Context: an optimization exercise on an open-source flow, tuned for small area, a short achievable clock period and few clock cycles. The choices shown serve that exercise and are no tape-out recipe.
RTL that was checked went through simulation tests only; none was proved equivalent to the original.
For runs 1 and 2, only the layout was checked, not whether the RTL still works.
No activity file was given, so power comes from the tool's default toggle rates.

==> design.v <==
module fbp_framer_rx (
    input  wire        clk,
    input  wire        rst,
    input  wire        in_valid,
    input  wire [7:0]  in_data,
    output wire        in_ready,
    output reg         ev_valid,
    output reg  [1:0]  ev_kind,
    output reg  [4:0]  ev_type,
    output reg  [10:0] ev_id,
    output reg  [15:0] ev_meta,
    output reg  [7:0]  ev_len,
    output reg         pl_valid,
    output reg  [7:0]  pl_data,
    output reg         pl_last,
    output reg         busy,
    output reg  [31:0] stat_ignored,
    output reg  [31:0] stat_resync
);
    localparam integer M  = 16;          
    localparam integer K  = 17;          
    localparam integer L  = M * K;       
    localparam integer QD = 4;           
    localparam [2:0] S_SOF1  = 3'd0,
                     S_SOF2  = 3'd1,
                     S_FTYPE = 3'd2,
                     S_DHDR  = 3'd3,
                     S_STORE = 3'd4;
    localparam [1:0] EV_DATA  = 2'd1,
                     EV_LINK  = 2'd2,
                     EV_ERROR = 2'd3;
    localparam [31:0] CRC_RESIDUE = 32'hDEBB20E3;
    function [8:0] padd(input [8:0] x, input [3:0] k);
        reg [9:0] s;
        begin
            s = {1'b0, x} + {6'd0, k};
            padd = (s >= L) ? s - L : s[8:0];
        end
    endfunction
    function [8:0] psub(input [8:0] a, input [8:0] b);
        reg [9:0] s;
        begin
            s = {1'b0, a} - {1'b0, b};
            psub = s[9] ? s + L : s[8:0];
        end
    endfunction
    function [4:0] tapidx(input [8:0] a, input [8:0] t);
        reg [5:0] d;
        begin
            d = {1'b0, a[8:4]} - {1'b0, t[8:4]};
            tapidx = d[5] ? d[4:0] + K : d[4:0];
        end
    endfunction
    function [7:0] lencrc(input [7:0] x);
        reg [7:0] c;
        integer i;
        begin
            c = x;
            for (i = 0; i < 8; i = i + 1)
                c = c[7] ? ((c << 1) ^ 8'hD7) : (c << 1);
            lencrc = c;
        end
    endfunction
    function [31:0] crc32_byte(input [31:0] c_in, input [7:0] d);
        reg [31:0] c;
        integer i;
        begin
            c = c_in ^ {24'd0, d};
            for (i = 0; i < 8; i = i + 1)
                c = c[0] ? ((c >> 1) ^ 32'hEDB88320) : (c >> 1);
            crc32_byte = c;
        end
    endfunction
    function is_link_type(input [4:0] t);
        is_link_type = (t == 5'h0F) || (t == 5'h17) || (t == 5'h1B) ||
                       (t == 5'h1D) || (t == 5'h1E);
    endfunction
    reg  [8*L-1:0] ring;
    reg  [8:0]     tn;           
    reg  [7:0]     in_q;
    reg            vq;           
    reg            rdy;
    reg  [8:0]     wp;
    reg            wal;          
    reg  [4:0]     wtap;         
    wire           wr = vq && wal;
    assign in_ready = rdy;
    wire [8*L-1:0] ring_rot = {ring[7:0], ring[8*L-1:8]};
    integer j;
    reg [8*L-1:0] ring_nx;
    always @* begin
        ring_nx = ring_rot;
        for (j = 0; j < K; j = j + 1)
            if (j % 2 == 0 && wr && wtap == j)
                ring_nx[8*((j*M + L - 1) % L) +: 8] = in_q;
    end
    always @(posedge clk)
        ring <= ring_nx;
    function [7:0] tap_rd(input [4:0] t);
        integer k;
        begin
            tap_rd = 8'd0;
            for (k = 0; k < K; k = k + 1)
                if (t == k) tap_rd = ring[8*(k*M) +: 8];
        end
    endfunction
    reg [8:0]  fa;           
    reg        fal;          
    reg [4:0]  ftap;         
    reg        byp;          
    reg [7:0]  rb;
    reg        rbv;
    reg [2:0]  state;
    reg [8:0]  sp2;          
    reg [3:0]  n;            
    reg [8:0]  rem;          
    reg        last;         
    reg        is_sync;
    reg [31:0] crc;
    reg        crc_ok;
    reg [8:0]  ign_d;
    reg        prev55;       
    reg        found;        
    reg        err_d;
    reg        d_act;
    reg        dal;
    reg [4:0]  dtap;
    reg [8:0]  d_a;
    reg [7:0]  d_cnt;
    reg        dz;           
    reg [2:0]  d_ph;         
    reg [8:0]  q_s [0:QD-1];
    reg [1:0]  q_wr, q_rd;
    reg [2:0]  q_n;
    reg [8:0]  tail_r;
    reg        space_ok;
    reg        rst_q;        
    reg        is_data;      
    reg [4:0]  h_type;       
    reg [10:0] h_id;
    reg [15:0] h_meta;
    reg [7:0]  h_len;
    reg [7:0]  lc_exp;       
    wire b55 = (rb == 8'h55);
    wire b00 = (rb == 8'h00);
    wire [4:0] bt = rb[7:3];
    wire q_full = q_n[2];
    wire stall = rbv && state == S_STORE && last && is_data && q_full;
    wire cons  = rbv && !stall;
    reg [2:0] nx_state;
    reg       nx_sp;             
    reg       do_err, do_jump, do_disp, do_rej;
    reg [1:0] ign;
    reg       sp_fa;             
    reg [1:0] rej_k;             
    wire      pair_now = (state == S_DHDR || state == S_STORE) && n >= 4'd4 && prev55 && b00;
    always @* begin
        nx_state = state;
        nx_sp    = 1'b0;
        do_err   = 1'b0;
        do_jump  = 1'b0;
        do_disp  = 1'b0;
        do_rej   = 1'b0;
        ign      = 2'd0;
        sp_fa    = 1'b0;
        rej_k    = 2'd0;
        case (state)
            S_SOF1: begin
                if (b55) begin
                    nx_sp = 1'b1; nx_state = S_SOF2;
                end else begin
                    do_err = 1'b1; ign = 2'd1;
                end
            end
            S_SOF2: begin
                if (b00) nx_state = S_FTYPE;
                else if (b55) begin ign = 2'd1; nx_sp = 1'b1; end
                else begin do_err = 1'b1; ign = 2'd2; nx_state = S_SOF1; end
            end
            S_FTYPE: begin
                if (bt == 5'd0) nx_state = S_DHDR;
                else if (is_link_type(bt)) nx_state = S_STORE;
                else begin
                    do_err = 1'b1;
                    if (b55) begin ign = 2'd2; nx_sp = 1'b1; nx_state = S_SOF2; end
                    else begin ign = 2'd3; nx_state = S_SOF1; end
                end
            end
            S_DHDR: begin
                if (n == 4'd5) begin
                    if (rb != lc_exp) do_rej = 1'b1;
                    else nx_state = S_STORE;
                end
            end
            default: begin
                if (last) begin
                    if (b55 && crc_ok) begin
                        do_disp = 1'b1; nx_sp = 1'b1; nx_state = S_SOF2;
                    end else do_rej = 1'b1;
                end
            end
        endcase
        if (do_rej) begin
            do_err = 1'b1;
            if (found) begin
                do_jump = 1'b1; nx_state = S_SOF1;
            end else if (pair_now) begin
                nx_state = S_FTYPE; sp_fa = 1'b1;
            end else if (b55) begin
                nx_state = S_SOF2; nx_sp = 1'b1; rej_k = 2'd1;
            end else begin
                nx_state = S_SOF1; rej_k = 2'd2;
            end
        end
    end
    wire [8:0] ign_fa = psub(fa, sp2) + {7'd0, rej_k};
    wire [7:0] f_tap   = tap_rd(ftap);
    wire       f_ok    = byp ? wr : fal;
    wire       f_load  = (!rbv || cons) && f_ok;
    wire       jump    = cons && do_jump;
    wire       f_take  = f_load && !jump;
    wire [8:0] fa1     = padd(fa, 4'd1);
    wire [7:0] d_tap   = tap_rd(dtap);
    wire       d_rd    = d_act && dal;           
    wire       d_out   = d_rd && d_ph == 3'd0;   
    wire       d_done  = d_out && dz;
    wire       d_free  = !d_act || d_done;
    wire       q_push  = cons && do_disp && is_data;
    wire       q_pop   = d_free && q_n != 3'd0;
    wire [8:0] q_head  = q_s[q_rd];
    wire [8:0] cand_tail = (state == S_SOF1 || state == S_SOF2) ? fa : sp2;
    wire [8:0] tail = d_act ? d_a : (q_n != 3'd0) ? q_head : cand_tail;
    wire       acc    = in_valid && rdy;
    wire [4:0] wt_nx  = tapidx(wp, tn);
    wire       wal_nx = wr || (wp[3:0] == tn[3:0] && !wt_nx[0]);
    wire       vq_hold = vq && !wr;
    wire [8:0] wp1    = padd(wp, 4'd1);
    always @(posedge clk)
        rst_q <= rst;
    always @(posedge clk) begin
        begin
            tn   <= padd(tn, 4'd1);
            if (acc) in_q <= in_data;
            vq   <= acc || vq_hold;
            if (wr) wp <= wp1;
            wal  <= wal_nx;
            if (!wr) wtap <= wt_nx;
            rdy  <= !rst && space_ok && (acc ? wal_nx : (!vq_hold || wal_nx));
            tail_r   <= tail;
            space_ok <= (psub(wp, tail_r) <= L - 6);
            if (f_load) rb <= byp ? in_q : f_tap;
            rbv <= jump ? 1'b0 : f_take ? 1'b1 : cons ? 1'b0 : rbv;
            if (jump) begin
                fa   <= sp2;
                fal  <= (sp2[3:0] == tn[3:0]);
                ftap <= tapidx(sp2, tn);
                byp  <= 1'b0;
            end else if (f_take) begin
                fa   <= fa1;
                byp  <= wr ? byp : (fa1 == wp);
            end else begin
                fal  <= (fa[3:0] == tn[3:0]);
                ftap <= tapidx(fa, tn);
                byp  <= wr ? 1'b0 : byp;
            end
            stat_ignored <= stat_ignored + {23'd0, ign_d};
            stat_resync  <= stat_resync + {31'd0, err_d};
            ign_d <= 9'd0;
            err_d <= 1'b0;
            ev_valid <= 1'b0;
            ev_type  <= h_type;
            ev_id    <= h_id;
            ev_meta  <= h_meta;
            ev_len   <= h_len;
            ev_kind  <= (cons && do_err) ? EV_ERROR : is_data ? EV_DATA : EV_LINK;
            if (cons) begin
                state <= nx_state;
                if (nx_sp) sp2 <= fa1;
                if (sp_fa) sp2 <= fa;
                prev55 <= b55;
                if (pair_now) found <= 1'b1;
                if (nx_state == S_FTYPE) found <= 1'b0;
                n     <= (n == 4'd8) ? n : n + 4'd1;
                if (nx_state == S_SOF2 || nx_state == S_SOF1) n <= 4'd1;
                if (nx_state == S_FTYPE) n <= 4'd2;
                rem  <= rem - 9'd1;
                last <= (rem == 9'd2);
                if (state == S_FTYPE) begin
                    is_data     <= (rb[7:3] == 5'd0);
                    h_type      <= rb[7:3];
                    h_id[10:8]  <= rb[2:0];
                    crc   <= crc32_byte(32'hFFFFFFFF, rb);
                    rem   <= 9'd6;
                    last  <= 1'b0;
                end else begin
                    crc <= crc32_byte(crc, rb);
                end
                crc_ok <= (crc32_byte(crc, rb) == CRC_RESIDUE);
                if (n == 4'd3) h_id[7:0] <= rb;
                if (n == 4'd4 && state == S_DHDR) begin
                    h_len  <= rb;
                    lc_exp <= lencrc(rb);
                    rem    <= {1'b0, rb} + 9'd9;
                    last   <= 1'b0;
                end
                if (n == 4'd6) h_meta[7:0]  <= rb;
                if (n == 4'd7) h_meta[15:8] <= rb;
                ign_d <= !do_rej ? {7'd0, ign} : found ? 9'd2 : ign_fa;
                if (do_err && is_sync) begin
                    is_sync  <= 1'b0;
                    err_d    <= 1'b1;
                    ev_valid <= !rst;
                end
                if (do_disp) begin
                    is_sync  <= 1'b1;
                    ev_valid <= !rst;
                end
            end
            pl_valid <= d_out && !rst;
            pl_data  <= d_tap;
            pl_last  <= dz;
            if (q_pop) begin
                d_act <= 1'b1;
                d_a   <= q_head;
                d_ph  <= 3'd4;
                dal   <= (q_head[3:0] == tn[3:0]);
                dtap  <= tapidx(q_head, tn);
                q_rd  <= q_rd + 2'd1;
            end else begin
                if (d_done) d_act <= 1'b0;
                if (d_rd) begin
                    d_a   <= padd(d_a, 4'd1);
                    if (d_ph != 3'd0) d_ph <= d_ph - 3'd1;
                    if (d_ph == 3'd4) begin
                        d_cnt <= d_tap;
                        dz    <= (d_tap == 8'd0);
                    end
                    if (d_out) begin
                        d_cnt <= d_cnt - 8'd1;
                        dz    <= (d_cnt == 8'd1);
                    end
                end else begin
                    dal  <= (d_a[3:0] == tn[3:0]);
                    dtap <= tapidx(d_a, tn);
                end
            end
            q_n <= q_n + {2'd0, q_push} - {2'd0, q_pop};
            if (q_push) begin
                q_s[q_wr] <= padd(sp2, 4'd2);
                q_wr      <= q_wr + 2'd1;
            end
            busy <= rst || acc || rbv || f_ok || !byp || vq || (q_n != 3'd0) ||
                    (d_act && !d_done);
        end
        if (rst_q) begin
            tn           <= 9'd1;
            vq           <= 1'b0;
            rdy          <= 1'b0;
            wp           <= 9'd0;
            fa           <= 9'd0;
            fal          <= 1'b0;
            byp          <= 1'b1;
            rbv          <= 1'b0;
            state        <= S_SOF1;
            is_sync      <= 1'b1;
            ign_d        <= 9'd0;
            err_d        <= 1'b0;
            d_act        <= 1'b0;
            q_n          <= 3'd0;
            q_wr         <= 2'd0;
            q_rd         <= 2'd0;
            space_ok     <= 1'b0;
            tail_r       <= 9'd0;
            ev_valid     <= 1'b0;
            pl_valid     <= 1'b0;
            busy         <= 1'b0;
            stat_ignored <= 32'd0;
            stat_resync  <= 32'd0;
        end
    end
endmodule
==> flow/run.sh <==
#!/bin/bash
# Standard layout, with the setup repair aiming at a tighter slack than the clock needs
# and a clock tree built from larger sink clusters without dummy loads.
set -euo pipefail
export SETUP_SLACK_MARGIN=8.6
export CTS_ARGS="-sink_clustering_enable -repair_clock_nets -sink_clustering_size 35 -sink_clustering_max_diameter 60 -buf_list {sky130_fd_sc_hd__clkbuf_8 sky130_fd_sc_hd__clkbuf_16} -dont_use_dummy_load"
bash standard.sh > standard_flow.log 2>&1
==> standard.sh <==
#!/bin/bash
# synth_recipe.tcl (not shown) runs the flow's synth.tcl, then flattens the netlist and writes it again
# the make line also repeats each setting of config.mk as NAME=value (left out here)
make -C /OpenROAD-flow-scripts/flow DESIGN_CONFIG=/design/flow/config.mk WORK_HOME=/design/flow/orfs CLKGATE_MAP_FILE= SYNTH_SCRIPT=/design/flow/synth_recipe.tcl "${@:-finish}"
==> config.mk <==
export PLATFORM = sky130hd
export DESIGN_NAME = fbp_framer_rx
export DESIGN_NICKNAME = fbp_framer_rx
export VERILOG_FILES = /design/flow/design.v
export SDC_FILE = /design/flow/constraint.sdc
export NUM_CORES = 4
export LEC_CHECK = 0
export ABC_AREA = 1
export CAP_MARGIN = 20
export CORE_MARGIN = 2
export CORE_UTILIZATION = 50
export PLACE_DENSITY = 0.65
export SLEW_MARGIN = 20
==> constraint.sdc <==
create_clock -name core_clock -period 12.0 [get_ports {clk}]
set_input_delay 2.4000 -clock core_clock [delete_from_list [all_inputs] [get_ports {clk}]]
set_output_delay 2.4000 -clock core_clock [all_outputs]
set_load 0.01 [all_outputs]
==> run notes, run 1 <==
status no timing/DRC/antenna violations; Worst path top cell family by delay flip-flops; CTS tree built; P&R area growth vs syn 11.4%; DR vias roughly 35000; Post-Route Utilization 56.3%; Worst-path clk slew 120 ps; FP Rows approximately 130; Detail Placement HPWL 86200 um; Detailed Route WL 125000 um; grt total ovfl 0; worst skew pair latency around 800 ps; drc violations 0; CP Capture Type output pin; Core ar. between 0.1 and 0.15 mm^2; ys async rst share 0%; crit-path cells buf_6; die area approximately 0.14 mm^2; Top FF cell, synth dfxtp_1; buffers plus inverters on the worst setup path 1; Worst path slowest cell dfxtp_4; routing usage on met1 between 20% and 30%; max-cap violations 0; Max Clock Freq 0.270 GHz; crit path launch type register; Post-synth EDFFs about 190; met2 Use GR 28.2%; global-route wire length before repair approximately 190000 um; synth warn 1; GP Congestion 0.899; Post-Syn Instances about 5300; Lkg Pwr 30.2 nW; clock sinks between 2000 and 3000; relative slew slack 37.1%; Routed Antenna Nets 0; Tmin final between 3000 and 4000 ps; DR WL/cell around 17 um; Peak supply drop ~0.15 mV; vias in the first global route about 33000; CP Data Arrival Time roughly 1300 ps; Synth Net Count 5433; DR iter-0 viols ~2500; number of H-tree levels 3; post-synthesis area per instance roughly 13 um^2; CP max FO 1; routed vias/inst between 4 and 5; CTS Buf Count 119; Global Route Usage Sum between 10% and 20%; CP required around 9600 ps; hold_buf cts 0; RSZ-0062 raised after global routing yes; Starting Density about half; Tot Pwr between 10 and 15 mW; drt pass-1 iters 6; largest net degree at the start of global routing 64; slowest stage delay, CP 380 ps; flops & latches, synth 2558; initial antenna violation count 8; PortBufs around 130; die height about 370 um; Top Ports 130; post-route design area about 0.075 mm^2; number of library cell types mapped by synthesis a little under 70; Setup TNS Final 0 ps; GRT busiest layer met2; Die X 372 um; root buf cell clkbuf_16; type of the worst min-delay path register to register; critical path class register to output pin; Min Hold Slack around 230 ps; Post-DP Area 0.0710 mm^2; global-route met3 utilization about 3.2%; slew of the pin with the lowest slew margin 936 ps; Slew Limit Fails 0; Final setup viols 0; netlist area before placement between 0.06 and 0.07 mm^2; ratio of cells with drive above 1 in the final layout just over 10%; Clock Skew ~140 ps; fin nets roughly 5700; clk buf depth 3; register area share after synthesis 78.6%; final-report hold violation count 0; Power Density just under 200 mW/mm^2; fin crit share between 30% and 40%
==> state kept, by name, summed over array words and instances, names as in the netlist, 11 cells and up, named ones only <==
name          count
ring           2176
q_s              36
crc              32
stat_ignored     32
stat_resync      32
ev_meta          16
h_meta           16
ev_id            11
h_id             11
==> cell usage in the layout (no fill, tap or decap), types with 7 or more instances in the layout <==
cell             netlist  final
o22ai_1               25     23
nor3_1                60     56
a21oi_1              170    169
inv_2                  6     10
o21ai_0              270    268
xnor2_1               68     68
xor2_2                 5      8
buf_4                  4    115
a31oi_1               18     18
edfxtp_1             193    193
dfxtp_1             2365   2265
nand4_1               64     64
nor3_2                 6      8
or2_2                 20     19
nand3_1              128    128
nor3b_1               14     14
nor2_4                 2      7
o211ai_1              14     14
inv_1                417    408
dfxtp_2                0     77
buf_2                  4     20
fa_1                  10      9
nand2_1              707    705
diode_2                0      8
xor2_1               156    153
ha_1                 115    111
nor2_1               301    291
clkbuf_16              0    120
o21bai_1               7      7
dfxtp_4                0     23
nor4_1                12     11
nor2_2                 5     10
buf_6                  2    101
clkdlybuf4s50_1        0     10
==> per-stage QoR <==
stage / std cells / worst slack, ps
final: 7387 / 8300
after global routing: 7379 / 8230
after CTS: 7332 / 8220
after detailed placement: 7152 / 7990
after global placement: 7152 / 7950
after floorplan: 5297 / 8600
==> cells in the mapped netlist (10+ instances only) <==
master	count	share of area, %
nor2_1	301	1.7
nand2_1	707	3.9
a21oi_1	170	1.3
fa_1	10	0.30
inv_1	417	2.3
edfxtp_1	193	8.6
xor2_1	156	2.0
nor4_1	12	0.11
nor3_1	60	0.44
a31oi_1	18	0.17
or2_2	20	0.19
clkbuf_1	42	0.23
ha_1	115	2.1
nor3b_1	14	0.16
xnor2_1	68	0.88
nand4_1	64	0.59
nand3_1	128	0.95
o22ai_1	25	0.23
o21ai_0	270	2.0
o211ai_1	14	0.16
dfxtp_1	2365	70
==> final timing paths <==
check	slack (ps)	from	cells after the start	end
hold reg to reg	230	h_id[10]	0	ev_id[10]
hold / removal	230	h_id[10]	0	ev_id[10]
setup reg to reg	8640	rb[4]	19	ign_d[8]
setup / recovery	8300	pl_data[6]	1	pl_data[6]
==> kinds of logic after synthesis <==
kind of cell,share of synthesized area [%]
XOR/XNOR,3.26
AND/OR/NAND/NOR,8.41
multiplexers,0.0907
flip-flops,78.6
buffers and inverters,2.76
adder cells (fa/ha/maj),2.42
AO/OA/AOI/OAI,4.45
==> cell type report <==
type	instances	area, um^2
fill	11000	58500
sequential	2558	53300
multi-input combinational	2253	12800
clock buffer	119	2980
timing repair buffer	252	2330
tap	1768	2210
inverter	428	1640
antenna	8	20.0
timing repair inverter	1	5.00
==> layer usage <==
layer  part of all wire, %  vias up
met1                    47    16400
met3                   5.2      236
met5                 0.022        -
met4                   3.3        4
li1                      -    17500
met2                    45      861
==> timing repair <==
| item | in CTS | in global routing |
|---|---|---|
| buffers inserted | 61 | 45 |
| gates resized for setup | 716 | 73 |
| pin swaps | 4 | 10 |
| gates cloned | 0 | 2 |
| endpoints found under the setup margin | 242 | 228 |
==> power by group <==
group          leakage, nW  switching [mW]  internal [mW]
clock                 1.47            2.37           1.76
sequential            20.9           0.125           8.80
combinational         7.84            1.12          0.593
==> run 2: changes to the inputs <==
--- a/design.v
+++ b/design.v
@@ -91,7 +91,7 @@
     always @* begin
         ring_nx = ring_rot;
         for (j = 0; j < K; j = j + 1)
-            if (j % 2 == 0 && wr && wtap == j)
+            if (wr && wtap == j)
                 ring_nx[8*((j*M + L - 1) % L) +: 8] = in_q;
     end
     always @(posedge clk)
@@ -118,10 +118,8 @@
     reg        is_sync;
     reg [31:0] crc;
     reg        crc_ok;
-    reg [8:0]  ign_d;
     reg        prev55;       
     reg        found;        
-    reg        err_d;
     reg        d_act;
     reg        dal;
     reg [4:0]  dtap;
@@ -231,8 +229,7 @@
     wire [8:0] cand_tail = (state == S_SOF1 || state == S_SOF2) ? fa : sp2;
     wire [8:0] tail = d_act ? d_a : (q_n != 3'd0) ? q_head : cand_tail;
     wire       acc    = in_valid && rdy;
-    wire [4:0] wt_nx  = tapidx(wp, tn);
-    wire       wal_nx = wr || (wp[3:0] == tn[3:0] && !wt_nx[0]);
+    wire       wal_nx = wr || (wp[3:0] == tn[3:0]);
     wire       vq_hold = vq && !wr;
     wire [8:0] wp1    = padd(wp, 4'd1);
     always @(posedge clk)
@@ -244,7 +241,7 @@
             vq   <= acc || vq_hold;
             if (wr) wp <= wp1;
             wal  <= wal_nx;
-            if (!wr) wtap <= wt_nx;
+            if (!wr) wtap <= tapidx(wp, tn);
             rdy  <= !rst && space_ok && (acc ? wal_nx : (!vq_hold || wal_nx));
             tail_r   <= tail;
             space_ok <= (psub(wp, tail_r) <= L - 6);
@@ -263,10 +260,6 @@
                 ftap <= tapidx(fa, tn);
                 byp  <= wr ? 1'b0 : byp;
             end
-            stat_ignored <= stat_ignored + {23'd0, ign_d};
-            stat_resync  <= stat_resync + {31'd0, err_d};
-            ign_d <= 9'd0;
-            err_d <= 1'b0;
             ev_valid <= 1'b0;
             ev_type  <= h_type;
             ev_id    <= h_id;
@@ -305,10 +298,10 @@
                 end
                 if (n == 4'd6) h_meta[7:0]  <= rb;
                 if (n == 4'd7) h_meta[15:8] <= rb;
-                ign_d <= !do_rej ? {7'd0, ign} : found ? 9'd2 : ign_fa;
+                stat_ignored <= stat_ignored + (!do_rej ? {30'd0, ign} : found ? 32'd2 : {23'd0, ign_fa});
                 if (do_err && is_sync) begin
                     is_sync  <= 1'b0;
-                    err_d    <= 1'b1;
+                    stat_resync <= stat_resync + 32'd1;
                     ev_valid <= !rst;
                 end
                 if (do_disp) begin
@@ -363,8 +356,6 @@
             rbv          <= 1'b0;
             state        <= S_SOF1;
             is_sync      <= 1'b1;
-            ign_d        <= 9'd0;
-            err_d        <= 1'b0;
             d_act        <= 1'b0;
             q_n          <= 3'd0;
             q_wr         <= 2'd0;
==> run notes, run 2 <==
global-route wire length before repair between 150000 and 200000 um; Setup TNS Final 0 ps; post-synthesis area per instance 12.5 um^2; Starting Density about half; Final setup viols 0; final-report hold violation count 0; CP Data Arrival Time 5240 ps; Critical Path Source rb[4]; post-route design area roughly 0.076 mm^2; Top Ports 130; relative slew slack 24.5%; critical path class register to register; DR vias 36300; Worst path slowest cell fa_2; fin crit share 39.0%; Power Density 196 mW/mm^2; clock sinks around 2500; slowest stage delay, CP approximately 400 ps; netlist area before placement approximately 0.068 mm^2; Post-Route Utilization 56.4%; type of the worst min-delay path register to register; drc violations 0; drt pass-1 iters 5; largest net degree at the start of global routing 67; FP Rows 135; grt total ovfl 0; Top FF cell, synth dfxtp_1; crit path launch type register; Detailed Route WL around 130000 um; ratio of cells with drive above 1 in the final layout 11.7%; vias in the first global route between 30000 and 40000; Clock Skew 134 ps; CP Capture Type register; Max Clock Freq approximately 0.21 GHz; CP max FO 5; ys async rst share 0%; Synth Net Count around 5600; Core ar. ~0.14 mm^2; number of H-tree levels 3; Peak supply drop ~0.15 mV; Lkg Pwr roughly 31 nW; min-delay src ring[673]; Routed Antenna Nets 0; Crit path top cell by count inv_2; routed vias/inst 4.79; Post-Syn Instances approximately 5500; Post-synth EDFFs between 150 and 200; commonest non-fill, non-tap cells in the layout dfxtp_1, nand2_1, inv_1; Post-synth top cells dfxtp_1, nand2_1, inv_1; synth warn 1; P&R area growth vs syn 12.0%; top-count cell post-synth dfxtp_1; top flop regs ring: 2176 flops, q_s: 36 flops; Die X approximately 370 um; PortBufs between 100 and 150; max-cap violations 0; final worst slack 7320 ps; DR WL/cell roughly 17 um; status no timing/DRC/antenna violations; Detail Placement HPWL 90300 um; CP required ~13000 ps; commonest non-fill, non-tap cell in the layout dfxtp_1; worst skew pair latency a little under 800 ps; Global Route Usage Sum around 18%; die area roughly 0.14 mm^2; Min Hold Slack between 200 and 250 ps; Worst-path clk slew roughly 110 ps; slew of the pin with the lowest slew margin 1130 ps; clk buf depth 3; number of library cell types mapped by synthesis 60; register area share after synthesis a little under 80%; top cell type's share of synthesized area a little under 70%; fin nets a little under 6000; Tmin final ~4700 ps; pre-CTS WS between 6000 and 7000 ps; die height 373 um; Largest Register ring; flops & latches, synth approximately 2500; Post-DP Area between 0.07 and 0.08 mm^2; initial antenna violation count 7; r2r startpoint rb[4]; CTS Buf Count 118; Synth area leaders dfxtp_1, edfxtp_1, nand2_1; Synth area leader dfxtp_1; RSZ-0062 raised after global routing yes; max reg flops about 2200; DR iter-0 viols ~2600; CTS tree built; root buf cell clkbuf_16; Slew Limit Fails 0; GP Congestion about 0.91
[run 2: cell type report]
class | count | area [um^2]
fill | 11300 | 59000
sequential | 2548 | 53100
multi-input combinational | 2426 | 13900
clock buffer | 118 | 2950
timing repair buffer | 289 | 2620
tap | 1781 | 2230
inverter | 417 | 1610
timing repair inverter | 1 | 5.00
antenna | 1 | 2.50
[run 2: report_power, final]
| group | total (mW) | switching, mW | internal, mW |
|---|---|---|---|
| Clock | 4.10 | 2.35 | 1.74 |
| Combinational | 2.00 | 1.30 | 0.692 |
| Sequential | 8.92 | 0.128 | 8.79 |
[run 2: kinds of logic after synthesis]
group           share of synthesized area (%)
buf+inv                                  2.83
mux                                    0.0312
xor+xnor                                 3.50
flops                                    77.6
fa+ha+maj                                2.38
simple gates                             8.86
compound gates                           4.83
[run 2: stage by stage]
step / power, mW / cells
final: 15.0 / 7581
after global routing: 15.7 / 7580
after CTS: 15.1 / 7542
after detailed placement: 11.0 / 7318
after global placement: 11.0 / 7318
after floorplan: 10.4 / 5478
[run 2: worst max-delay path: cells and delay by family (launching register included)]
kind	cells	cell delay (ps)
DFF	1	390
AOI/OAI and AO/OA	1	220
and+or+nand+nor	18	2080
buffers and inverters	7	630
adders and majority gates	4	1020
xor gates and xnor gates	1	160
[run 2: per-layer routing]
layer  vias up  global-route usage (%)  wire (um)
li1      18100                       -          -
met1     17200                    26.8      63900
met2       796                    28.5      57500
met3       207                    2.80       6390
met4         4                    5.69       3340
met5         -                       0         27
[run 2: path summary, 6_finish.rpt]
path                      endpoint  slack [ps]  cells after the start
setup / recovery  stat_ignored[19]        7320                     31
hold / removal           ring[665]         240                      0
setup reg to reg  stat_ignored[19]        7320                     31
hold reg to reg          ring[665]         240                      0
[run 2: what timing repair did]
action                     in CTS  in global routing
resized for setup             726                140
pin swaps                      34                 46
cloned                          0                  1
hold buffers                    0                  0
setup endpoints to repair     280                242
setup buffers                 106                 37
==> run 3: changes to the inputs <==
--- a/design.v
+++ b/design.v
@@ -118,8 +118,11 @@
     reg        is_sync;
     reg [31:0] crc;
     reg        crc_ok;
+    reg [8:0]  ign_d;
     reg        prev55;       
     reg        found;        
+    reg [8:0]  pnext;        
+    reg        err_d;
     reg        d_act;
     reg        dal;
     reg [4:0]  dtap;
@@ -149,7 +152,7 @@
     reg       nx_sp;             
     reg       do_err, do_jump, do_disp, do_rej;
     reg [1:0] ign;
-    reg       sp_fa;             
+    reg [1:0] sp_sel;            
     reg [1:0] rej_k;             
     wire      pair_now = (state == S_DHDR || state == S_STORE) && n >= 4'd4 && prev55 && b00;
     always @* begin
@@ -160,7 +163,7 @@
         do_disp  = 1'b0;
         do_rej   = 1'b0;
         ign      = 2'd0;
-        sp_fa    = 1'b0;
+        sp_sel   = 2'd0;
         rej_k    = 2'd0;
         case (state)
             S_SOF1: begin
@@ -201,9 +204,9 @@
         if (do_rej) begin
             do_err = 1'b1;
             if (found) begin
-                do_jump = 1'b1; nx_state = S_SOF1;
+                do_jump = 1'b1; nx_state = S_FTYPE; sp_sel = 2'd2;
             end else if (pair_now) begin
-                nx_state = S_FTYPE; sp_fa = 1'b1;
+                nx_state = S_FTYPE; sp_sel = 2'd1;
             end else if (b55) begin
                 nx_state = S_SOF2; nx_sp = 1'b1; rej_k = 2'd1;
             end else begin
@@ -211,6 +214,7 @@
             end
         end
     end
+    wire [8:0] ign_pn = psub(pnext, sp2);
     wire [8:0] ign_fa = psub(fa, sp2) + {7'd0, rej_k};
     wire [7:0] f_tap   = tap_rd(ftap);
     wire       f_ok    = byp ? wr : fal;
@@ -248,9 +252,9 @@
             if (f_load) rb <= byp ? in_q : f_tap;
             rbv <= jump ? 1'b0 : f_take ? 1'b1 : cons ? 1'b0 : rbv;
             if (jump) begin
-                fa   <= sp2;
-                fal  <= (sp2[3:0] == tn[3:0]);
-                ftap <= tapidx(sp2, tn);
+                fa   <= pnext;
+                fal  <= (pnext[3:0] == tn[3:0]);
+                ftap <= tapidx(pnext, tn);
                 byp  <= 1'b0;
             end else if (f_take) begin
                 fa   <= fa1;
@@ -260,6 +264,10 @@
                 ftap <= tapidx(fa, tn);
                 byp  <= wr ? 1'b0 : byp;
             end
+            stat_ignored <= stat_ignored + {23'd0, ign_d};
+            stat_resync  <= stat_resync + {31'd0, err_d};
+            ign_d <= 9'd0;
+            err_d <= 1'b0;
             ev_valid <= 1'b0;
             ev_type  <= h_type;
             ev_id    <= h_id;
@@ -269,9 +277,13 @@
             if (cons) begin
                 state <= nx_state;
                 if (nx_sp) sp2 <= fa1;
-                if (sp_fa) sp2 <= fa;
+                if (sp_sel == 2'd1) sp2 <= fa;
+                if (sp_sel == 2'd2) sp2 <= pnext;
                 prev55 <= b55;
-                if (pair_now) found <= 1'b1;
+                if (pair_now && !found) begin
+                    found <= 1'b1;
+                    pnext <= fa;
+                end
                 if (nx_state == S_FTYPE) found <= 1'b0;
                 n     <= (n == 4'd8) ? n : n + 4'd1;
                 if (nx_state == S_SOF2 || nx_state == S_SOF1) n <= 4'd1;
@@ -298,10 +310,10 @@
                 end
                 if (n == 4'd6) h_meta[7:0]  <= rb;
                 if (n == 4'd7) h_meta[15:8] <= rb;
-                stat_ignored <= stat_ignored + (!do_rej ? {30'd0, ign} : found ? 32'd2 : {23'd0, ign_fa});
+                ign_d <= !do_rej ? {7'd0, ign} : found ? ign_pn : ign_fa;
                 if (do_err && is_sync) begin
                     is_sync  <= 1'b0;
-                    stat_resync <= stat_resync + 32'd1;
+                    err_d    <= 1'b1;
                     ev_valid <= !rst;
                 end
                 if (do_disp) begin
@@ -356,6 +368,8 @@
             rbv          <= 1'b0;
             state        <= S_SOF1;
             is_sync      <= 1'b1;
+            ign_d        <= 9'd0;
+            err_d        <= 1'b0;
             d_act        <= 1'b0;
             q_n          <= 3'd0;
             q_wr         <= 2'd0;
==> run notes, run 3 <==
status no timing/DRC/antenna violations; commonest non-fill, non-tap cells in the layout dfxtp_1, nand2_1, inv_1; hold path depth 0; type of the worst min-delay path register to register; Synth area leaders dfxtp_1, edfxtp_1, nand2_1; Core ar. about 0.14 mm^2; CP required 9600 ps; die height about 380 um; R2R depth 22; Routed Antenna Nets 0; ys async rst share 0%; Setup TNS Final 0 ps; R2R Path End ign_d[8]; netlist area before placement a little under 0.07 mm^2; Power Density about 190 mW/mm^2; Final setup viols 0; Synth area leader dfxtp_1; grt total ovfl 0; top cell type's share of synthesized area 68.5%; Largest Register ring; crit-path cells buf_6; max-cap violations 0; commonest non-fill, non-tap cell in the layout dfxtp_1; Worst path slowest cell dfxtp_4; Synth Net Count 5707; DR vias between 30000 and 40000; root buf cell clkbuf_16; routed vias/inst slightly below 5; PortBufs 129; number of library cell types mapped by synthesis 63; number of cells in the finished layout apart from fillers around 7700; Tmin final around 3800 ps; hold path endpoint ring[985]; ratio of cells with drive above 1 in the final layout 9.86%; RSZ-0062 raised after global routing yes; buffers plus inverters on the worst setup path 1; DR iter-0 viols between 2000 and 3000; CP Data Arrival Time around 1400 ps; Worst path top cell family by delay flip-flops; clk buf depth 3; DR WL/cell approximately 17 um; largest net degree at the start of global routing 61; DP Cell Count roughly 7400; register area share after synthesis between 70% and 80%; GP Congestion 0.923; fin nets 6012; Die X around 380 um; drt pass-1 iters 6; synth warn 1; die area between 0.1 and 0.15 mm^2; CP max FO 1; number of H-tree levels 3; top flop regs ring: 2176 flops, q_s: 36 flops; clock sinks 2567; Post-synth EDFFs roughly 200; fin crit share a little under a third; max reg flops roughly 2200; fillers roughly 11000; P&R area growth vs syn 11.1%; relative slew slack approximately 29%; Detail Placement HPWL roughly 91000 um; slew of the pin with the lowest slew margin 1060 ps; Top Ports 130; crit path launch type register; initial antenna violation count 2; register area around 0.054 mm^2; Clock Skew between 100 and 150 ps; Detailed Route WL between 100000 and 150000 um; Slew Limit Fails 0; FP Rows 136; area used by multi-input combinational logic between 0.01 and 0.015 mm^2; Lkg Pwr around 31 nW; worst skew pair latency approximately 800 ps; critical path class register to output pin; Top FF cell, synth dfxtp_1; slowest stage delay, CP between 400 and 500 ps; final-report hold violation count 0; Max Clock Freq between 0.2 and 0.3 GHz; CTS tree built; Post-synth top cells dfxtp_1, nand2_1, inv_1; min-delay src ring[993]; CP Capture Type output pin; Starting Density approximately half; CTS Buf Count around 120; Worst-path clk slew roughly 120 ps; top-count cell post-synth dfxtp_1; Peak supply drop between 0.15 and 0.2 mV; vias in the first global route around 35000; Global Route Usage Sum a little under a fifth; r2r setup slk around 8500 ps; global-route wire length before repair 199000 um; Post-Syn Instances between 5000 and 6000; r2r startpoint rb[4]; flops & latches, synth between 2000 and 3000; drc violations 0; post-synthesis area per instance roughly 12 um^2
==> run 3: what timing repair did <==
item,4_1_cts,5_1_grt
hold buffers,0,0
endpoints found under the hold margin,0,0
endpoints found under the setup margin,228,216
pin swaps,5,19
gates resized for setup,680,90
setup buffers,68,45
gates cloned,3,0
==> run 3: worst max-delay path by stage <==
| stage | from | end | depth (start not counted) |
|---|---|---|---|
| floorplan | rb[3] | ign_d[8] | 22 |
| global placement | d_ph[0] | dal | 13 |
| detailed placement | d_ph[0] | dal | 13 |
| CTS | pl_data[5] | pl_data[5] | 1 |
| global route | pl_data[5] | pl_data[5] | 1 |
| finish | pl_data[5] | pl_data[5] | 1 |
==> run 3: layer usage <==
metal  global-route usage, %  share of wire, %  wire length, um
met1                    25.8                48            63200
met2                    29.2                44            58600
met3                    2.93               5.0             6640
met4                    5.76               3.0             3920
met5                       0            0.0060                8
==> run 3: logic make-up (layout without fill, tap and decap cells) <==
group	after synthesis	after routing	synth area share, %
compound gates	661	661	5.15
flops	2567	2567	77.3
other cells	0	3	0
fa+ha+maj	136	136	2.58
buf+inv	519	821	2.86
mux	5	5	0.0742
xor+xnor	238	238	3.23
simple gates	1434	1435	8.84
==> run 3: stage by stage <==
step | util [%] | cell area, um^2 | total power [mW] | hold slack [ps] | setup WS [ps]
finish | 55.9 | 76800 | 14.9 | 196 | 8240
global placement | 52.8 | 72500 | 10.8 | 309 | 7910
global route | 55.9 | 76800 | 15.5 | 195 | 8210
floorplan | - | 69200 | 10.3 | 310 | 8610
detailed placement | 52.8 | 72500 | 10.8 | 312 | 7870
CTS | 55.5 | 76100 | 14.9 | 192 | 8200
==> run 3: power breakdown <==
| part | switching (mW) | total, mW | leakage, nW | internal (mW) |
|---|---|---|---|---|
| logic | 1.15 | 1.75 | 8.37 | 0.604 |
| clock network | 2.39 | 4.15 | 1.47 | 1.76 |
| registers | 0.128 | 8.96 | 21.0 | 8.84 |
| total | 3.67 | 14.9 | 30.8 | 11.2 |
==> run 3: layout make-up <==
type	count	share of cell area [%]
sequential	2567	69.8
multi-input combinational	2475	18.2
clock buffer	119	3.88
timing repair buffer	261	3.03
tap	1794	2.92
inverter	440	2.20
antenna	3	0.00978
timing repair inverter	1	0.00652
Testbench counts of run 3, summed over its fixed seeds: cycles 41,697.
==> run 4: changes to the inputs <==
--- a/design.v
+++ b/design.v
@@ -71,6 +71,18 @@
             crc32_byte = c;
         end
     endfunction
+    function [8:0] inc8(input [7:0] x, input c);
+        reg t;
+        integer i;
+        begin
+            t = c;
+            for (i = 0; i < 8; i = i + 1) begin
+                inc8[i] = x[i] ^ t;
+                t = t & x[i];
+            end
+            inc8[8] = t;
+        end
+    endfunction
     function is_link_type(input [4:0] t);
         is_link_type = (t == 5'h0F) || (t == 5'h17) || (t == 5'h1B) ||
                        (t == 5'h1D) || (t == 5'h1E);
@@ -91,7 +103,7 @@
     always @* begin
         ring_nx = ring_rot;
         for (j = 0; j < K; j = j + 1)
-            if (wr && wtap == j)
+            if (j % 2 == 0 && wr && wtap == j)
                 ring_nx[8*((j*M + L - 1) % L) +: 8] = in_q;
     end
     always @(posedge clk)
@@ -121,7 +133,6 @@
     reg [8:0]  ign_d;
     reg        prev55;       
     reg        found;        
-    reg [8:0]  pnext;        
     reg        err_d;
     reg        d_act;
     reg        dal;
@@ -137,6 +148,8 @@
     reg        space_ok;
     reg        rst_q;        
     reg        is_data;      
+    reg [2:0]  ci_c;         
+    reg [2:0]  rs_c;         
     reg [4:0]  h_type;       
     reg [10:0] h_id;
     reg [15:0] h_meta;
@@ -152,7 +165,7 @@
     reg       nx_sp;             
     reg       do_err, do_jump, do_disp, do_rej;
     reg [1:0] ign;
-    reg [1:0] sp_sel;            
+    reg       sp_fa;             
     reg [1:0] rej_k;             
     wire      pair_now = (state == S_DHDR || state == S_STORE) && n >= 4'd4 && prev55 && b00;
     always @* begin
@@ -163,7 +176,7 @@
         do_disp  = 1'b0;
         do_rej   = 1'b0;
         ign      = 2'd0;
-        sp_sel   = 2'd0;
+        sp_fa    = 1'b0;
         rej_k    = 2'd0;
         case (state)
             S_SOF1: begin
@@ -204,9 +217,9 @@
         if (do_rej) begin
             do_err = 1'b1;
             if (found) begin
-                do_jump = 1'b1; nx_state = S_FTYPE; sp_sel = 2'd2;
+                do_jump = 1'b1; nx_state = S_SOF1;
             end else if (pair_now) begin
-                nx_state = S_FTYPE; sp_sel = 2'd1;
+                nx_state = S_FTYPE; sp_fa = 1'b1;
             end else if (b55) begin
                 nx_state = S_SOF2; nx_sp = 1'b1; rej_k = 2'd1;
             end else begin
@@ -214,7 +227,6 @@
             end
         end
     end
-    wire [8:0] ign_pn = psub(pnext, sp2);
     wire [8:0] ign_fa = psub(fa, sp2) + {7'd0, rej_k};
     wire [7:0] f_tap   = tap_rd(ftap);
     wire       f_ok    = byp ? wr : fal;
@@ -222,6 +234,12 @@
     wire       jump    = cons && do_jump;
     wire       f_take  = f_load && !jump;
     wire [8:0] fa1     = padd(fa, 4'd1);
+    wire [10:0] ci_s   = {1'b0, stat_ignored[9:0]} + {2'd0, ign_d};
+    wire        c_pend = ci_s[10] || inc8(stat_ignored[17:10], ci_c[0]) >> 8 ||
+                         inc8(stat_ignored[25:18], ci_c[1]) >> 8 ||
+                         inc8(stat_resync[7:0], err_d) >> 8 ||
+                         inc8(stat_resync[15:8], rs_c[0]) >> 8 ||
+                         inc8(stat_resync[23:16], rs_c[1]) >> 8;
     wire [7:0] d_tap   = tap_rd(dtap);
     wire       d_rd    = d_act && dal;           
     wire       d_out   = d_rd && d_ph == 3'd0;   
@@ -233,7 +251,8 @@
     wire [8:0] cand_tail = (state == S_SOF1 || state == S_SOF2) ? fa : sp2;
     wire [8:0] tail = d_act ? d_a : (q_n != 3'd0) ? q_head : cand_tail;
     wire       acc    = in_valid && rdy;
-    wire       wal_nx = wr || (wp[3:0] == tn[3:0]);
+    wire [4:0] wt_nx  = tapidx(wp, tn);
+    wire       wal_nx = wr || (wp[3:0] == tn[3:0] && !wt_nx[0]);
     wire       vq_hold = vq && !wr;
     wire [8:0] wp1    = padd(wp, 4'd1);
     always @(posedge clk)
@@ -245,16 +264,16 @@
             vq   <= acc || vq_hold;
             if (wr) wp <= wp1;
             wal  <= wal_nx;
-            if (!wr) wtap <= tapidx(wp, tn);
+            if (!wr) wtap <= wt_nx;
             rdy  <= !rst && space_ok && (acc ? wal_nx : (!vq_hold || wal_nx));
             tail_r   <= tail;
             space_ok <= (psub(wp, tail_r) <= L - 6);
             if (f_load) rb <= byp ? in_q : f_tap;
             rbv <= jump ? 1'b0 : f_take ? 1'b1 : cons ? 1'b0 : rbv;
             if (jump) begin
-                fa   <= pnext;
-                fal  <= (pnext[3:0] == tn[3:0]);
-                ftap <= tapidx(pnext, tn);
+                fa   <= sp2;
+                fal  <= (sp2[3:0] == tn[3:0]);
+                ftap <= tapidx(sp2, tn);
                 byp  <= 1'b0;
             end else if (f_take) begin
                 fa   <= fa1;
@@ -264,8 +283,14 @@
                 ftap <= tapidx(fa, tn);
                 byp  <= wr ? 1'b0 : byp;
             end
-            stat_ignored <= stat_ignored + {23'd0, ign_d};
-            stat_resync  <= stat_resync + {31'd0, err_d};
+            {ci_c[0], stat_ignored[9:0]} <= {1'b0, stat_ignored[9:0]} + {2'd0, ign_d};
+            {ci_c[1], stat_ignored[17:10]} <= inc8(stat_ignored[17:10], ci_c[0]);
+            {ci_c[2], stat_ignored[25:18]} <= inc8(stat_ignored[25:18], ci_c[1]);
+            stat_ignored[31:26] <= inc8({2'd0, stat_ignored[31:26]}, ci_c[2]);
+            {rs_c[0], stat_resync[7:0]}   <= inc8(stat_resync[7:0], err_d);
+            {rs_c[1], stat_resync[15:8]}  <= inc8(stat_resync[15:8], rs_c[0]);
+            {rs_c[2], stat_resync[23:16]} <= inc8(stat_resync[23:16], rs_c[1]);
+            stat_resync[31:24] <= inc8(stat_resync[31:24], rs_c[2]);
             ign_d <= 9'd0;
             err_d <= 1'b0;
             ev_valid <= 1'b0;
@@ -277,13 +302,9 @@
             if (cons) begin
                 state <= nx_state;
                 if (nx_sp) sp2 <= fa1;
-                if (sp_sel == 2'd1) sp2 <= fa;
-                if (sp_sel == 2'd2) sp2 <= pnext;
+                if (sp_fa) sp2 <= fa;
                 prev55 <= b55;
-                if (pair_now && !found) begin
-                    found <= 1'b1;
-                    pnext <= fa;
-                end
+                if (pair_now) found <= 1'b1;
                 if (nx_state == S_FTYPE) found <= 1'b0;
                 n     <= (n == 4'd8) ? n : n + 4'd1;
                 if (nx_state == S_SOF2 || nx_state == S_SOF1) n <= 4'd1;
@@ -310,7 +331,7 @@
                 end
                 if (n == 4'd6) h_meta[7:0]  <= rb;
                 if (n == 4'd7) h_meta[15:8] <= rb;
-                ign_d <= !do_rej ? {7'd0, ign} : found ? ign_pn : ign_fa;
+                ign_d <= !do_rej ? {7'd0, ign} : found ? 9'd2 : ign_fa;
                 if (do_err && is_sync) begin
                     is_sync  <= 1'b0;
                     err_d    <= 1'b1;
@@ -354,7 +375,7 @@
                 q_s[q_wr] <= padd(sp2, 4'd2);
                 q_wr      <= q_wr + 2'd1;
             end
-            busy <= rst || acc || rbv || f_ok || !byp || vq || (q_n != 3'd0) ||
+            busy <= rst || acc || rbv || f_ok || !byp || vq || (q_n != 3'd0) || c_pend ||
                     (d_act && !d_done);
         end
         if (rst_q) begin
@@ -381,6 +402,8 @@
             busy         <= 1'b0;
             stat_ignored <= 32'd0;
             stat_resync  <= 32'd0;
+            ci_c         <= 3'd0;
+            rs_c         <= 3'd0;
         end
     end
 endmodule
==> run notes, run 4 <==
sequential share of power between 60% and 70%; commonest non-fill, non-tap cells in the layout dfxtp_1, nand2_1, inv_1; routing usage on met1 between 20% and 30%; Tot Pwr 14.9 mW; CP required about 9600 ps; GRT busiest layer met2; FP Rows around 130; grt total ovfl 0; routed vias/inst between 4 and 5; Starting Density between 50% and 60%; slew of the pin with the lowest slew margin 1020 ps; number of library cell types mapped by synthesis between 60 and 70; Synth Area in Compound Gates between 4 and 5%; DR vias about 34000; Comb pwr share roughly 12%; Synth area leaders dfxtp_1, edfxtp_1, nand2_1; Detailed Route WL approximately 120000 um; crit path launch type register; register area share after synthesis about four fifths; RSZ-0062 raised after global routing yes; root buf cell clkbuf_16; Peak supply drop 0.113 mV; Synth Net Count between 5000 and 6000; Routed Antenna Nets 0; die area ~0.14 mm^2; Slew Limit Fails 0; CP Data Arrival Time about 1200 ps; flops & latches, synth between 2000 and 3000; DR WL/cell 16.9 um; Setup TNS Final 0 ps; global-route wire length before repair around 180000 um; area share of xor/xnor cells in the synthesized design 3.22%; Clock Skew ~96 ps; slowest stage delay, CP between 300 and 400 ps; CTS Buf Count 119; crit-path cells buf_6; Die X about 370 um; Top Ports 130; CP max FO 1; critical path class register to output pin; max reg flops roughly 2200; fin nets between 5000 and 6000; post-route design area between 0.07 and 0.08 mm^2; Detail Placement HPWL 82700 um; drc violations 0; Final setup viols 0; Worst path slowest cell dfxtp_2; Global Route Usage Sum between 10% and 20%; Post-Synth Simple-Gate Area 7.53%; worst skew pair latency roughly 800 ps; Post-DP Area between 0.07 and 0.08 mm^2; ys async rst share 0%; largest net degree at the start of global routing between 50 and 60; largest family of logic cells by synthesized area simple AND/OR/NAND/NOR gates; commonest non-fill, non-tap cell in the layout dfxtp_1; top-count cell post-synth dfxtp_1; initial antenna violation count 7; GP Congestion around 0.88; Worst path top cell family by delay flip-flops; relative slew slack a little under a third; Post-Syn Instances roughly 5100; top cell type's share of synthesized area slightly above 70%; fin crit share a little under a third; status no timing/DRC/antenna violations; post-synthesis area per instance 13.1 um^2; DR iter-0 viols about 2500; Core ar. between 0.1 and 0.15 mm^2; Lkg Pwr 30.3 nW; buffers plus inverters on the worst setup path 1; netlist area before placement between 0.06 and 0.07 mm^2; CTS tree built; Min Hold Slack 232 ps; Worst-path clk slew around 110 ps; PortBufs approximately 130; clock power share between 20 and 30%; top flop regs ring: 2176 flops, q_s: 36 flops; clk buf depth 3; vias in the first global route 32000; sw frac between 20% and 30%; P_sw 3.70 mW; ratio of cells with drive above 1 in the final layout between 10% and 20%; Post-synth top cells dfxtp_1, nand2_1, inv_1; r2r setup slk ~8600 ps; synthesized-area fraction occupied by adder cells 3.36%; Tmin final 3610 ps; synth warn 1; number of H-tree levels 3; Synth area leader dfxtp_1; type of the worst min-delay path register to register; internal power ~11 mW; multiplexer share of the synthesized area less than 1%; clock sinks around 2600; Post-synth EDFFs ~190; max-cap violations 0; met2 Use GR about a quarter; Post-Route Utilization a little under three fifths; Largest Register ring; final-report hold violation count 0; Top FF cell, synth dfxtp_1; hold_buf cts 0; CP Capture Type output pin; Power Density 200 mW/mm^2; Max Clock Freq between 0.2 and 0.3 GHz; P&R area growth vs syn 10.9%; die height around 370 um; drt pass-1 iters 6; global-route met3 utilization about 3.7%
==> run 4: logic make-up (layout without fill, tap and decap cells) <==
family                     Yosys count  count (layout)
muxes                                4               4
xor gates and xnor gates           226             226
AOI/OAI and AO/OA                  497             497
other                                0               5
DFF                               2564            2564
buffers and inverters              467             745
adders and majority gates          175             175
and+or+nand+nor                   1194            1195
==> run 4: power groups by stage <==
stage                     Clock (mW)  Combinational, mW  Sequential [mW]
after floorplan                    0               1.30             9.11
after global placement             0               1.72             9.17
after detailed placement           0               1.74             9.17
after CTS                       4.26               1.79             8.97
after global routing            4.54               2.07             8.99
final                           4.12               1.85             8.97
==> run 4: worst reg2reg max path, stage by stage (launching register included) <==
cell,delay [ps]
edfxtp_1,470
nand3_1,370
nor2_1,260
nand2_1,110
nand3_1,100
o21ai_0,290
nand4_1,230
a21oi_1,340
nand4_1,190
a21oi_1,270
nand4_1,180
nor2_1,230
a21oi_1,150
==> run 4: final cells by class <==
class	instances	area, um^2
Antenna cell	5	12.5
Clock buffer	119	2980
Fill cell	10800	58900
Inverter	403	1530
Multi-Input combinational cell	2097	12400
Sequential cell	2564	53400
Tap cell	1768	2210
Timing Repair Buffer	223	2130
==> run 4: through the flow <==
step,cells,setup slack (ps)
after global placement,6975,7960
after floorplan,5127,8610
final,7179,8390
after CTS,7134,8320
after global routing,7174,8320
after detailed placement,6975,7890
==> run 4: final timing paths <==
path / endpoint / start / cells past startpoint
max: ev_len[6] / ev_len[6] / 1
min: ring[419] / ring[427] / 0
max reg2reg: rb[5] / ftap[0] / 12
min reg2reg: ring[419] / ring[427] / 0
==> run 4: per-layer routing <==
layer,routed length [um],up-vias
li1,-,16900
met1,57300,15800
met2,52000,896
met3,7630,235
met4,4020,8
met5,52,-
==> run 4: timing repair <==
item                                    in CTS  in global routing
setup buffers                               39                 40
resized for setup                          708                 59
pin swaps                                    9                  7
cloned                                       1                  0
endpoints found under the setup margin     226                210
Testbench counts of run 4, summed over its fixed seeds: cycles 41,873.
==> run 5: changes to the inputs <==
--- a/design.v
+++ b/design.v
@@ -116,6 +116,14 @@
                 if (t == k) tap_rd = ring[8*(k*M) +: 8];
         end
     endfunction
+    function [7:0] tap_rd_even(input [4:0] t);
+        integer k;
+        begin
+            tap_rd_even = 8'd0;
+            for (k = 0; k < K; k = k + 2)
+                if (t == k) tap_rd_even = ring[8*(k*M) +: 8];
+        end
+    endfunction
     reg [8:0]  fa;           
     reg        fal;          
     reg [4:0]  ftap;         
@@ -228,12 +236,14 @@
         end
     end
     wire [8:0] ign_fa = psub(fa, sp2) + {7'd0, rej_k};
-    wire [7:0] f_tap   = tap_rd(ftap);
+    wire [7:0] f_tap   = tap_rd_even(ftap);
     wire       f_ok    = byp ? wr : fal;
     wire       f_load  = (!rbv || cons) && f_ok;
     wire       jump    = cons && do_jump;
     wire       f_take  = f_load && !jump;
     wire [8:0] fa1     = padd(fa, 4'd1);
+    wire [4:0] ft_sp   = tapidx(sp2, tn);
+    wire [4:0] ft_fa   = tapidx(fa, tn);
     wire [10:0] ci_s   = {1'b0, stat_ignored[9:0]} + {2'd0, ign_d};
     wire        c_pend = ci_s[10] || inc8(stat_ignored[17:10], ci_c[0]) >> 8 ||
                          inc8(stat_ignored[25:18], ci_c[1]) >> 8 ||
@@ -272,15 +282,15 @@
             rbv <= jump ? 1'b0 : f_take ? 1'b1 : cons ? 1'b0 : rbv;
             if (jump) begin
                 fa   <= sp2;
-                fal  <= (sp2[3:0] == tn[3:0]);
-                ftap <= tapidx(sp2, tn);
+                fal  <= (sp2[3:0] == tn[3:0]) && !ft_sp[0];
+                ftap <= ft_sp;
                 byp  <= 1'b0;
             end else if (f_take) begin
                 fa   <= fa1;
                 byp  <= wr ? byp : (fa1 == wp);
             end else begin
-                fal  <= (fa[3:0] == tn[3:0]);
-                ftap <= tapidx(fa, tn);
+                fal  <= (fa[3:0] == tn[3:0]) && !ft_fa[0];
+                ftap <= ft_fa;
                 byp  <= wr ? 1'b0 : byp;
             end
             {ci_c[0], stat_ignored[9:0]} <= {1'b0, stat_ignored[9:0]} + {2'd0, ign_d};
==> run notes, run 5 <==
worst skew pair latency around 800 ps; slew of the pin with the lowest slew margin approximately 1000 ps; Peak supply drop around 0.14 mV; Synth area leaders dfxtp_1, edfxtp_1, ha_1; CTS tree built; Clock Skew approximately 110 ps; fin nets 5455; type of the worst min-delay path register to register; crit path launch type register; vias in the first global route about 31000; Detailed Route WL 117000 um; Setup TNS Final 0 ps; Routed Antenna Nets 0; DR vias 32900; Min Hold Slack roughly 240 ps; CP max FO 1; drc violations 0; die area approximately 0.14 mm^2; CP Data Arrival Time 1230 ps; met3 wire length around 6700 um; hold_buf cts 0; die height between 300 and 400 um; grt total ovfl 0; slowest stage delay, CP 340 ps; critical path class register to output pin; Core ar. roughly 0.13 mm^2; global-route wire length before repair about 180000 um; register area share after synthesis 79.4%; max reg flops between 2000 and 2500; Power Density approximately 200 mW/mm^2; CTS Buf Count between 100 and 150; Max Clock Freq between 0.2 and 0.3 GHz; DR WL/cell roughly 17 um; Lkg Pwr 30.0 nW; WL met1 around 58000 um; relative slew slack a little under a third; Starting Density 50.3%; PortBufs 129; number of cells in the finished layout apart from fillers 7035; synth warn 1; number of library cell types mapped by synthesis between 60 and 70; buffers plus inverters on the worst setup path 1; Synth area leader dfxtp_1; Top Ports 130; clock sinks roughly 2600; largest net degree at the start of global routing 55; Detail Placement HPWL ~80000 um; Synth Net Count between 5000 and 6000; Worst path slowest cell dfxtp_2; Largest Register ring; Post-synth EDFFs between 150 and 200; GP Congestion roughly 0.89; FP Rows 134; Global Route Usage Sum about 17%; flops & latches, synth approximately 2600; P&R area growth vs syn 10.4%; CP required 9600 ps; commonest non-fill, non-tap cells in the layout dfxtp_1, nand2_1, inv_1; DR iter-0 viols 2341; r2r setup slk roughly 8700 ps; Die X about 370 um; max-cap violations 0; number of H-tree levels 3; Top FF cell, synth dfxtp_1; netlist area before placement between 0.06 and 0.07 mm^2; Slew Limit Fails 0; root buf cell clkbuf_16; Tmin final about 3600 ps; DP Cell Count between 6000 and 7000; Worst-path clk slew between 100 and 150 ps; max layer used met4; initial antenna violation count 7; post-synthesis area per instance ~13 um^2; top cell type's share of synthesized area 70.8%; ys async rst share 0%; Worst path top cell family by delay flip-flops; commonest non-fill, non-tap cell in the layout dfxtp_1; crit-path cells buf_6; status no timing/DRC/antenna violations; DR WL met2 49900 um; Final setup viols 0; ratio of cells with drive above 1 in the final layout around a tenth; clk buf depth 3; final-report hold violation count 0; top flop regs ring: 2176 flops, q_s: 36 flops; fillers 10800; Post-synth top cells dfxtp_1, nand2_1, inv_1; routed vias/inst roughly 4.7; CP Capture Type output pin; top-count cell post-synth dfxtp_1; Post-Syn Instances 5008; RSZ-0062 raised after global routing yes; drt pass-1 iters 6; fin crit share about 30%
[run 5: cell count changes in the layout (fill, tap and decap cells not counted), sizes merged, moves of 10 or more]
cell	change
a21oi	-38
buf	-22
nand2	-117
nand4	-10
nor2	-12
o21ai	+34
or2	+13
[run 5: what timing repair did]
item | in CTS | in global routing
buffers inserted | 30 | 24
gates cloned | 0 | 0
resized for setup | 664 | 56
pin swaps | 1 | 7
endpoints found under the setup margin | 230 | 195
[run 5: layout make-up]
cell class | count | area [um^2] | share of cell area, %
Clock buffer | 116 | 2900 | 3.92
Timing Repair Buffer | 201 | 1900 | 2.56
Sequential cell | 2564 | 53400 | 72.1
Multi-Input combinational cell | 1975 | 12100 | 16.3
Tap cell | 1768 | 2210 | 2.99
Antenna cell | 4 | 10.0 | 0.0135
Inverter | 407 | 1550 | 2.09
[run 5: per-layer routing]
metal  vias up  track usage, %
li1      16400               -
met1     15600            25.1
met2       734            25.4
met3       166            3.21
met4         0            5.00
met5         -               0
[run 5: path summary, 6_finish.rpt]
kind,start,to,depth (start not counted)
setup reg to reg,rb[2],ign_d[8],18
hold / removal,ring[605],ring[597],0
setup / recovery,pl_data[0],pl_data[0],1
hold reg to reg,ring[605],ring[597],0
[run 5: power breakdown]
group	internal [mW]	leakage, nW	switching (mW)
clock network	1.72	1.43	2.35
registers	8.84	21.0	0.131
logic	0.595	7.61	1.17
[run 5: stage by stage]
step / cell area (um^2) / total power [mW] / util (%) / setup WS [ps]
after global routing: 74000 / 15.4 / 55.5 / 8300
after floorplan: 67100 / 10.3 / - / 8600
after detailed placement: 70400 / 10.9 / 52.8 / 7930
after global placement: 70400 / 10.8 / 52.8 / 8000
after CTS: 73700 / 14.9 / 55.3 / 8290
final: 74100 / 14.8 / 55.6 / 8370
[run 5: cells by family after synthesis]
group	after synthesis	synth area share [%]
AND/OR/NAND/NOR	1063	6.98
AO/OA/AOI/OAI	500	4.12
buffers and inverters	469	2.70
XOR/XNOR	230	3.28
multiplexers	3	0.0466
flip-flops	2564	79.4
adder cells (fa/ha/maj)	179	3.45
Testbench counts of run 5, summed over its fixed seeds: cycles 41,969.
==> run 6: changes to the inputs <==
==> flow/run.sh (replaced) <==
#!/bin/bash
# Standard layout, with the setup repair aiming at a tighter slack than the clock needs
# and a clock tree built from larger sink clusters without dummy loads.
set -euo pipefail
export SETUP_SLACK_MARGIN=8.5
export CTS_ARGS="-sink_clustering_enable -repair_clock_nets -sink_clustering_size 35 -sink_clustering_max_diameter 60 -buf_list {sky130_fd_sc_hd__clkbuf_8 sky130_fd_sc_hd__clkbuf_16} -dont_use_dummy_load"
bash standard.sh > standard_flow.log 2>&1
==> run notes, run 6 <==
Top Ports between 100 and 150; Setup TNS Final 0 ps; Final setup viols 0; Synth area leaders dfxtp_1, edfxtp_1, ha_1; fin crit share a little under a third; RSZ-0062 raised after global routing yes; Post-DP Area ~0.070 mm^2; Post-Syn Instances 5008; top cell type's share of synthesized area a little over two thirds; die height roughly 370 um; flops & latches, synth ~2600; fin nets ~5500; slowest stage delay, CP around 340 ps; crit-path cells buf_6; Post-synth EDFFs between 150 and 200; Detail Placement HPWL around 80000 um; Clock Skew 84.4 ps; Top FF cell, synth dfxtp_1; hold_buf cts 0; Global Route Usage Sum between 10% and 20%; fillers approximately 11000; r2r startpoint state[2]; DR WL/cell 16.8 um; min-delay src ring[356]; Post-synth top cells dfxtp_1, nand2_1, inv_1; drt pass-1 iters 8; Critical Path Source pl_data[4]; Worst path top cell family by delay flip-flops; Max Clock Freq roughly 0.28 GHz; die area 0.137 mm^2; FP Rows approximately 130; max reg flops approximately 2200; P&R area growth vs syn 10.4%; CP required approximately 9600 ps; Die X approximately 370 um; PortBufs between 100 and 150; Core ar. roughly 0.13 mm^2; vias in the first global route between 30000 and 40000; DR vias between 30000 and 40000; status no timing/DRC/antenna violations; GP Congestion between 0.8 and 0.9; root buf cell clkbuf_16; Synth area leader dfxtp_1; Starting Density between 50% and 60%; final worst slack ~8400 ps; top flop regs ring: 2176 flops, q_s: 36 flops; synth warn 1; DP Cell Count 6859; CTS Buf Count between 100 and 150; critical path class register to output pin; CP Capture Type output pin; largest net degree at the start of global routing 84; global-route wire length before repair around 180000 um; Peak supply drop approximately 0.14 mV; CP Data Arrival Time between 1000 and 1500 ps; initial antenna violation count 8; Synth Net Count just over 5000; max-cap violations 0; Worst-path clk slew 120 ps; Min Hold Slack roughly 270 ps; grt total ovfl 0; Tot Pwr approximately 15 mW; Slew Limit Fails 0; Largest Register ring; number of library cell types mapped by synthesis between 60 and 70; Worst path slowest cell dfxtp_2; final-report hold violation count 0; Lkg Pwr 30.0 nW; Tmin final 3610 ps; DR iter-0 viols around 2400; slew of the pin with the lowest slew margin between 1000 and 1500 ps; Power Density approximately 200 mW/mm^2; routed vias/inst 4.68; commonest non-fill, non-tap cells in the layout dfxtp_1, nand2_1, inv_1; top-count cell post-synth dfxtp_1; ys async rst share 0%; drc violations 0; Detailed Route WL around 120000 um; crit path launch type register; number of cells in the finished layout apart from fillers about 7000; register area share after synthesis 79.4%; CP max FO 1; clk buf depth 3; Post-Route Utilization 55.6%; clock sinks 2564; commonest non-fill, non-tap cell in the layout dfxtp_1; relative slew slack a little under a third; worst skew pair latency between 700 and 800 ps; CTS tree built; type of the worst min-delay path register to register; ratio of cells with drive above 1 in the final layout 10.1%; pre-CTS WS 7790 ps; buffers plus inverters on the worst setup path 1; netlist area before placement approximately 0.067 mm^2; number of H-tree levels 3; Routed Antenna Nets 0; post-route design area roughly 0.074 mm^2; post-synthesis area per instance 13.4 um^2
-- run 6: cell counts after synthesis --
Identical to the previous run, type by type.
-- run 6: power by group --
| part | switching (mW) | total, mW | internal (mW) |
|---|---|---|---|
| clock | 2.38 | 4.12 | 1.74 |
| combinational | 1.19 | 1.77 | 0.579 |
| sequential | 0.126 | 8.96 | 8.84 |
| total | 3.69 | 14.9 | 11.2 |
-- run 6: per-layer routing --
metal / GRT usage (%) / vias to the layer above / wire, um
met4: 4.70 / 0 / 2910
met3: 2.99 / 173 / 5840
met1: 25.8 / 15700 / 59800
met5: 0 / - / 0
met2: 25.4 / 699 / 49800
li1: - / 16400 / -
-- run 6: cell families after synthesis --
family,after synthesis,synth area share [%]
mux,3,0.0466
compound gates,500,4.12
fa+ha+maj,179,3.45
buf+inv,469,2.70
flops,2564,79.4
xor+xnor,230,3.28
simple gates,1063,6.98
-- run 6: path summary, 6_finish.rpt --
path / endpoint / slack (ps) / cells past startpoint
hold / removal: ring[348] / 270 / 0
hold reg to reg: ring[348] / 270 / 0
setup / recovery: pl_data[4] / 8390 / 1
setup reg to reg: q_n[2] / 8560 / 19
-- run 6: area by class of cell --
class	instances	area, um^2	area share, %
Timing Repair Buffer	199	1860	2.51
Tap cell	1768	2210	2.99
Inverter	407	1550	2.09
Multi-Input combinational cell	1975	12100	16.3
Clock buffer	118	2950	3.99
Antenna cell	5	12.5	0.0169
Sequential cell	2564	53400	72.1
-- run 6: repair_timing --
item,CTS,global route
pin swaps,0,4
resized for setup,654,54
setup buffers,30,24
setup endpoints to repair,221,189

-- static timing again, ports no longer ideal --
The results above use ideal ports. As a check the final layouts listed here were re-extracted and re-timed, cells and wires unchanged.
Step 1 (the two cells are an assumption about what drives the block):
set clk [get_ports {clk}]
set_driving_cell -lib_cell sky130_fd_sc_hd__clkbuf_16 $clk
set_driving_cell -lib_cell sky130_fd_sc_hd__buf_2 [delete_from_list [all_inputs] $clk]
Step 2 moves the port delays by t, midway between the first and last clock arrival at a register: inputs arrive t later, outputs are due t later. That takes back most of the time a late clock gives input paths.
Three values: ideal, step 1, step 2; two values: the first two.
run	shift t [ns]	setup WS [ns]	slew at the worst register clock pin (ns)
run 1	0.822	8.296 / 8.217 / 8.119	0.12 / 0.12
run 2	0.799	7.315 / 7.315 / 7.315	0.12 / 0.12
run 3	0.810	8.242 / 8.168 / 8.115	0.12 / 0.12
run 4	0.797	8.391 / 8.317 / 8.031	0.12 / 0.12
run 5	0.787	8.371 / 8.296 / 7.992	0.12 / 0.12
run 6	0.781	8.392 / 8.323 / 8.081	0.12 / 0.12
After both steps every run listed still meets setup and hold. The setup slack of run 5, which loses most, moves by -0.075 ns with the drivers and by -0.379 ns with both steps.
